This design comes from an exercise in tuning for small area on the open sky130 flow, not from production work.
Function was checked by simulation only, so behaviour that the tests miss may differ from the original.
Power figures rest on the tool's default switching activity, not on a simulated workload.

==> design/flow/run.sh <==
#!/bin/bash
# synth_recipe.tcl (not shown) runs the flow's synth.tcl, then flattens the netlist and writes it again
# the make line also repeats each setting of config.mk as NAME=value (left out here)
make -C /OpenROAD-flow-scripts/flow DESIGN_CONFIG=/design/flow/config.mk WORK_HOME=/design/flow/orfs CLKGATE_MAP_FILE= SYNTH_SCRIPT=/design/flow/synth_recipe.tcl finish
==> design/flow/config.mk <==
export PLATFORM = sky130hd
export DESIGN_NAME = emtb_rx
export DESIGN_NICKNAME = emtb_rx
export VERILOG_FILES = /design/flow/design.v
export SDC_FILE = /design/flow/constraint.sdc
export NUM_CORES = 4
export LEC_CHECK = 0
export CAP_MARGIN = 20
export CORE_MARGIN = 2
export CORE_UTILIZATION = 40
export PLACE_DENSITY = 0.6
export SLEW_MARGIN = 20
==> design/flow/constraint.sdc <==
create_clock -name core_clock -period 10.0 [get_ports {clk}]
set_input_delay 2.0000 -clock core_clock [delete_from_list [all_inputs] [get_ports {clk}]]
set_output_delay 2.0000 -clock core_clock [all_outputs]
set_load 0.01 [all_outputs]
==> design/flow/design.v <==
module emtb_rx (
    input  wire        clk,
    input  wire        rst,             
    input  wire        in_valid,
    input  wire [7:0]  in_data,
    output reg         snap_valid,
    output reg         snap_upd,
    output reg  [31:0] current_motor,
    output reg  [31:0] current_in,
    output reg  [15:0] duty,
    output reg  [31:0] rpm,
    output reg  [15:0] v_in,
    output reg  [31:0] ah,
    output reg  [31:0] ah_charged,
    output reg  [31:0] tach_abs,
    output reg         err_upd,
    output reg  [3:0]  err_code,
    output reg  [1:0]  err_sub,
    output reg  [15:0] err_info,
    output reg  [15:0] cnt_overflow,
    output reg  [15:0] cnt_checksum,
    output reg  [15:0] cnt_incomplete,
    output reg  [15:0] cnt_unknown_id
);
    localparam [7:0]  MARKER_SHORT   = 8'h02;
    localparam [7:0]  TERM           = 8'h03;
    localparam [7:0]  ID_GET_VALUES  = 8'h04;
    localparam [8:0]  SHORT_OVERHEAD = 9'd5;
    localparam [8:0]  RX_CAP         = 9'd256;
    localparam [7:0]  MIN_TELEM_LEN  = 8'd55;
    localparam [15:0] CRC_POLY       = 16'h1021;
    localparam [15:0] CNT_MAX        = 16'hFFFF;
    localparam [3:0]  E_OVERFLOW     = 4'd1;
    localparam [3:0]  E_CHECKSUM     = 4'd2;
    localparam [3:0]  E_INCOMPLETE   = 4'd3;
    localparam [3:0]  E_UNKNOWN_ID   = 4'd4;
    function [15:0] crc16_byte;
        input [15:0] c_in;
        input [7:0]  b;
        reg   [15:0] c;
        integer      k;
        begin
            c = c_in ^ {b, 8'h00};
            for (k = 0; k < 8; k = k + 1)
                c = c[15] ? ({c[14:0], 1'b0} ^ CRC_POLY) : {c[14:0], 1'b0};
            crc16_byte = c;
        end
    endfunction
    reg  [8:0]  rx_cnt;        
    reg         marker_ok;     
    reg         end_known;     
    reg  [8:0]  rx_end;        
    reg  [7:0]  pay_len;       
    reg  [15:0] crc;           
    reg  [15:0] rx_crc;        
    reg  [7:0]  pkt_id;        
    reg  [31:0] sh_current_motor;
    reg  [31:0] sh_current_in;
    reg  [15:0] sh_duty;
    reg  [31:0] sh_rpm;
    reg  [15:0] sh_v_in;
    reg  [31:0] sh_ah;
    reg  [31:0] sh_ah_charged;
    reg  [31:0] sh_tach_abs;
    wire [8:0]  cnt_next   = rx_cnt + 9'd1;
    wire [8:0]  pay_idx    = rx_cnt - 9'd2;                
    wire        in_payload = end_known && (rx_cnt >= 9'd2) &&
                             (rx_cnt < {1'b0, pay_len} + 9'd2);
    wire        is_crc_hi  = end_known && (rx_cnt == {1'b0, pay_len} + 9'd2);
    wire        is_crc_lo  = end_known && (rx_cnt == {1'b0, pay_len} + 9'd3);
    wire        complete   = in_valid && end_known && (cnt_next == rx_end) && (in_data == TERM);
    wire        overflow   = in_valid && !complete && (cnt_next == RX_CAP);
    wire        crc_bad    = (crc != rx_crc);
    wire        too_short  = (pay_len <= MIN_TELEM_LEN);
    wire        bad_id     = (pkt_id != ID_GET_VALUES);
    always @(posedge clk) begin
        if (rst) begin
            rx_cnt           <= 9'd0;
            marker_ok        <= 1'b0;
            end_known        <= 1'b0;
            rx_end           <= 9'd0;
            pay_len          <= 8'd0;
            crc              <= 16'h0000;
            rx_crc           <= 16'h0000;
            pkt_id           <= 8'd0;
            sh_current_motor <= 32'd0;
            sh_current_in    <= 32'd0;
            sh_duty          <= 16'd0;
            sh_rpm           <= 32'd0;
            sh_v_in          <= 16'd0;
            sh_ah            <= 32'd0;
            sh_ah_charged    <= 32'd0;
            sh_tach_abs      <= 32'd0;
            snap_valid       <= 1'b0;
            snap_upd         <= 1'b0;
            current_motor    <= 32'd0;
            current_in       <= 32'd0;
            duty             <= 16'd0;
            rpm              <= 32'd0;
            v_in             <= 16'd0;
            ah               <= 32'd0;
            ah_charged       <= 32'd0;
            tach_abs         <= 32'd0;
            err_upd          <= 1'b0;
            err_code         <= 4'd0;
            err_sub          <= 2'd0;
            err_info         <= 16'd0;
            cnt_overflow     <= 16'd0;
            cnt_checksum     <= 16'd0;
            cnt_incomplete   <= 16'd0;
            cnt_unknown_id   <= 16'd0;
        end else begin
            snap_upd <= 1'b0;
            err_upd  <= 1'b0;
            if (in_valid) begin
                if (rx_cnt == 9'd0)
                    marker_ok <= (in_data == MARKER_SHORT);
                if (rx_cnt == 9'd1 && marker_ok) begin
                    end_known <= 1'b1;
                    pay_len   <= in_data;
                    rx_end    <= {1'b0, in_data} + SHORT_OVERHEAD;
                end
                if (in_payload) begin
                    crc <= crc16_byte(crc, in_data);
                    case (pay_idx)
                        9'd0:  pkt_id                  <= in_data;
                        9'd15: sh_current_motor[31:24] <= in_data;
                        9'd16: sh_current_motor[23:16] <= in_data;
                        9'd17: sh_current_motor[15:8]  <= in_data;
                        9'd18: sh_current_motor[7:0]   <= in_data;
                        9'd19: sh_current_in[31:24]    <= in_data;
                        9'd20: sh_current_in[23:16]    <= in_data;
                        9'd21: sh_current_in[15:8]     <= in_data;
                        9'd22: sh_current_in[7:0]      <= in_data;
                        9'd23: sh_duty[15:8]           <= in_data;
                        9'd24: sh_duty[7:0]            <= in_data;
                        9'd25: sh_rpm[31:24]           <= in_data;
                        9'd26: sh_rpm[23:16]           <= in_data;
                        9'd27: sh_rpm[15:8]            <= in_data;
                        9'd28: sh_rpm[7:0]             <= in_data;
                        9'd29: sh_v_in[15:8]           <= in_data;
                        9'd30: sh_v_in[7:0]            <= in_data;
                        9'd31: sh_ah[31:24]            <= in_data;
                        9'd32: sh_ah[23:16]            <= in_data;
                        9'd33: sh_ah[15:8]             <= in_data;
                        9'd34: sh_ah[7:0]              <= in_data;
                        9'd35: sh_ah_charged[31:24]    <= in_data;
                        9'd36: sh_ah_charged[23:16]    <= in_data;
                        9'd37: sh_ah_charged[15:8]     <= in_data;
                        9'd38: sh_ah_charged[7:0]      <= in_data;
                        9'd51: sh_tach_abs[31:24]      <= in_data;
                        9'd52: sh_tach_abs[23:16]      <= in_data;
                        9'd53: sh_tach_abs[15:8]       <= in_data;
                        9'd54: sh_tach_abs[7:0]        <= in_data;
                        default: ;
                    endcase
                end
                if (is_crc_hi) rx_crc[15:8] <= in_data;
                if (is_crc_lo) rx_crc[7:0]  <= in_data;
                rx_cnt <= cnt_next;
                if (complete || overflow) begin
                    rx_cnt    <= 9'd0;
                    marker_ok <= 1'b0;
                    end_known <= 1'b0;
                    rx_end    <= 9'd0;
                    pay_len   <= 8'd0;
                    crc       <= 16'h0000;
                    rx_crc    <= 16'h0000;
                end
                if (overflow) begin
                    err_upd  <= 1'b1;
                    err_code <= E_OVERFLOW;
                    err_sub  <= 2'd0;
                    err_info <= {7'd0, RX_CAP};
                    if (cnt_overflow != CNT_MAX)
                        cnt_overflow <= cnt_overflow + 16'd1;
                end
                if (complete) begin
                    if (crc_bad) begin
                        err_upd  <= 1'b1;
                        err_code <= E_CHECKSUM;
                        err_sub  <= 2'd0;
                        err_info <= rx_crc;
                        if (cnt_checksum != CNT_MAX)
                            cnt_checksum <= cnt_checksum + 16'd1;
                    end else if (too_short) begin
                        err_upd  <= 1'b1;
                        err_code <= E_INCOMPLETE;
                        err_sub  <= 2'd2;
                        err_info <= {8'd0, pay_len};
                        if (cnt_incomplete != CNT_MAX)
                            cnt_incomplete <= cnt_incomplete + 16'd1;
                    end else if (bad_id) begin
                        err_upd  <= 1'b1;
                        err_code <= E_UNKNOWN_ID;
                        err_sub  <= 2'd0;
                        err_info <= {8'd0, pkt_id};
                        if (cnt_unknown_id != CNT_MAX)
                            cnt_unknown_id <= cnt_unknown_id + 16'd1;
                    end else begin
                        snap_valid    <= 1'b1;
                        snap_upd      <= 1'b1;
                        current_motor <= sh_current_motor;
                        current_in    <= sh_current_in;
                        duty          <= sh_duty;
                        rpm           <= sh_rpm;
                        v_in          <= sh_v_in;
                        ah            <= sh_ah;
                        ah_charged    <= sh_ah_charged;
                        tach_abs      <= sh_tach_abs;
                    end
                end
            end
        end
    end
endmodule
==> reports/qor.txt <==
Outcome: complete, no violations
CTS resizes: 0
Final design utilization: 50.30%
Total cell area at the placement stage: 0.02821 mm²
Sequential area share after synthesis: 49.45%
Net Switching: 1.108 mW
Core ar.: 0.06047 mm²
Top-area cell type share of the netlist area: 49.45%
PortBufs: 323
Final setup viols: 0
Setup bufs post-CTS: 0
Worst min path class: flop to flop
#FFs+latches synth: 605
Max-cap viol count: 0
Top Ports: 324
Largest net degree at the start of global routing: 226
Worst-path fanout max: 99
F_max: 173.9 MHz
Layout cells sized above 1: 6.040%
Global-route wire length before repair: 112,800 µm
Number of synthesized flops with an enable pin: 0
Clock Sink Count: 605
CP peak stage delay: 0.89 ns
Routed via count: 20,680
Count of cell types in the netlist: 76
Cell Area, Synth: 0.02449 mm²
Final TNS setup: 0 ns
Syn_area_per_cell: 8.658 µm²
Slowest CP cell: or3_4
H-tree depth: 3
Yosys top cell by area: dfxtp_1
Max VDD drop: 0.0001145 V
Vias in the first global route: 20,030
Dominant synthesized flop cell: dfxtp_1
Die Wd: 251.5 µm
Tightest Pin Transition: 1.104 ns
DRC violations left: 0
TritonCTS Buffers: 66
TritonCTS clock tree: done
Clock Tree Buf Depth: 3
Skew-Pair Late Insertion Delay: 0.61 ns
Antenna violations before repair: 0
Top cells by count, synth: nand2_1 (736), dfxtp_1 (605), a21oi_1 (271), mux2i_1 (223), clkbuf_1 (145)
RSZ-0062 raised after global routing: false
CP Capture Type: flop
Slew headroom: 26.43%
Crit path kind: input port to flop
Sw frac: 22.08%
Warnings, synthesis: 1
DP Wirelength: 46,400 µm
P_int: 3.909 mW
Starting Density: 40.50%
WL/cell: 18.68 µm
DRT Pass-1 Iters: 5
Final nets: 3,086
Pwr/cell area: 164.9 mW/mm²
Routed Wire Length: 72,480 µm
Clock power frac: 49.1%
WP buf/inv: 2
Count leader, synth: nand2_1
Root Driver: clkbuf_16
Mapped Cells: 2,829
Final Cell Area: 0.03041 mm²
Worst-path cell chain: clkdlybuf4s50_1 -> or4_4 -> nor3_2 -> o2111a_2 -> nand4_4 -> or3_4 -> buf_4 -> nand2_1 -> a21oi_1
Crit start category: input port
Hold Vio Cnt, Final: 0
Clk_skew: 0.02568 ns
Comb power frac: 2.7%
Placer Congestion: 0.8175
Tmin final: 5.750 ns
Sequential group share of total power: 48.1%
Pleak: 9.905 nW
Final total power: 5.017 mW
Fillers: 5,612
GRT Util Overall: 22.30%
Final max-slew violation count: 0
Data required time of the worst path: 10.43 ns
Post-Syn Nets: 2,865
Vias per cell: 5.330
Worst path top cell family by delay: simple AND/OR/NAND/NOR gates
FP Rows: 90
Initial DRC Count: 1,314
Final ANT Viol Nets: 0
Area Growth Syn to Fin: 24.18%
Cts hold-fix bufs: 0
Die Y: 251.5 µm
Post-synth ARST share: 0%
Dominant cells by area after synthesis: dfxtp_1 (49%), nand2_1 (11%), mux2i_1 (9.1%), a21oi_1 (5.5%), xnor2_1 (2.7%)
Grt total ovfl: 0
Reg clk slew, reported paths: 0.06 ns
Period Utilization, post-route: 57.50%
Critical Path AT: 6.18 ns
Die area: 0.06323 mm²
==> routing by layer <==
metal | vias up | track usage [%] | wire length [µm]
met5 | - | 0 | 0
met1 | 10000 | 29.38 | 32380
met3 | 107 | 3.167 | 3363
met4 | 0 | 7.619 | 1897
met2 | 527 | 37.51 | 34830
li1 | 10040 | - | -
==> cells in the final DEF, fill, tap and decap left out, types with 5 or more instances in the layout <==
cell type,instances
nor4b_2,5
o31a_1,6
or2_2,7
a21oi_1,271
o21a_1,7
ha_1,25
nand2_1,735
and2_1,8
clkdlybuf4s50_1,322
o211ai_1,10
nor4_1,26
clkbuf_1,16
a22o_1,5
inv_1,26
clkinv_2,5
nor2b_1,13
buf_4,31
dfxtp_1,605
and4_1,10
or4_1,20
nand3_1,95
or3_1,15
o31ai_1,8
nor4_4,7
xor2_1,27
and3_1,14
nor2_2,5
a31oi_1,13
o21ai_0,82
nor3_1,21
nor3b_1,6
mux2i_1,223
a211oi_1,10
nor2_1,135
xnor2_1,76
nand4_1,30
clkbuf_16,68
clkbuf_8,15
nor2_4,10
==> through the flow <==
step	cells	hold WS, ns	setup slack (ns)
after detailed placement	3764	0.4440	3.651
after CTS	3878	0.4480	4.300
final	3879	0.4428	4.250
after floorplan	2829	0.4350	5.719
after global routing	3878	0.4653	4.052
after global placement	3764	0.4398	3.746
==> final timing paths <==
check / from / cells after the start / endpoint / slack (ns)
worst min-delay path: sh_current_motor[15]$_SDFFE_PP0P_ / 2 / current_motor[15]$_SDFFE_PP0P_ / 0.44
worst max register to register: rx_cnt[2]$_SDFFE_PP0P_ / 8 / ah[13]$_SDFFE_PP0P_ / 5.42
worst max-delay path: in_data[4] / 9 / ah[13]$_SDFFE_PP0P_ / 4.25
worst min register to register: sh_current_motor[15]$_SDFFE_PP0P_ / 2 / current_motor[15]$_SDFFE_PP0P_ / 0.44
==> power by group through the flow <==
stage	clock, mW	combinational, mW	sequential [mW]
finish	2.46	0.137	2.42
global route	2.62	0.147	2.41
CTS	2.52	0.138	2.41
detailed placement	0	0.137	2.47
global placement	0	0.135	2.47
floorplan	0	0.0922	2.47
==> worst min-delay path, stage by stage (launching register included) <==
cell     delay, ns
dfxtp_1       0.31
nand2_1       0.05
a21oi_1       0.06
==> layout make-up <==
type                       count  area (µm²)  share of cell area [%]
clock buffer                  99        1968                   6.471
timing repair buffer         355        3491                   11.48
clock inverter                15       229.0                  0.7528
antenna                        1       2.502                0.008228
tap                          782       978.4                   3.217
multi-input combinational   1995       11520                   37.89
sequential                   605       12110                   39.82
inverter                      27       108.9                  0.3579
==> kinds of logic after synthesis <==
family                     share of synthesized area [%]
AOI/OAI and AO/OA                                  10.32
buffers and inverters                              3.791
DFF                                                49.45
and+or+nand+nor                                    22.18
adders and majority gates                          1.277
xor gates and xnor gates                           3.683
muxes                                              9.298

-- port drivers added, routing unchanged --
The flow's constraints put no driver on any port. The routed layout listed below was extracted and timed again, unchanged, in two steps. Step 1: set_driving_cell puts a clkbuf_16 on clk and a buf_2 on each other input, an assumption about the parent block. Step 2 also shifts input and output timing later by t, the mid clock arrival at the registers, as if the neighbouring blocks saw the same clock. Three values: no drivers, after step 1, after step 2; two values: the first two.
shift t [ns]: 0.651
slack for setup (ns): 4.250 / 4.285 / 3.635
worst hold slack (ns): 0.443 / 0.443 / 0.443
worst setup path at the end: input to register
After both steps this run still meets setup and hold. For this run, drivers alone change the setup slack by +0.035 ns; drivers and shift together by -0.615 ns.
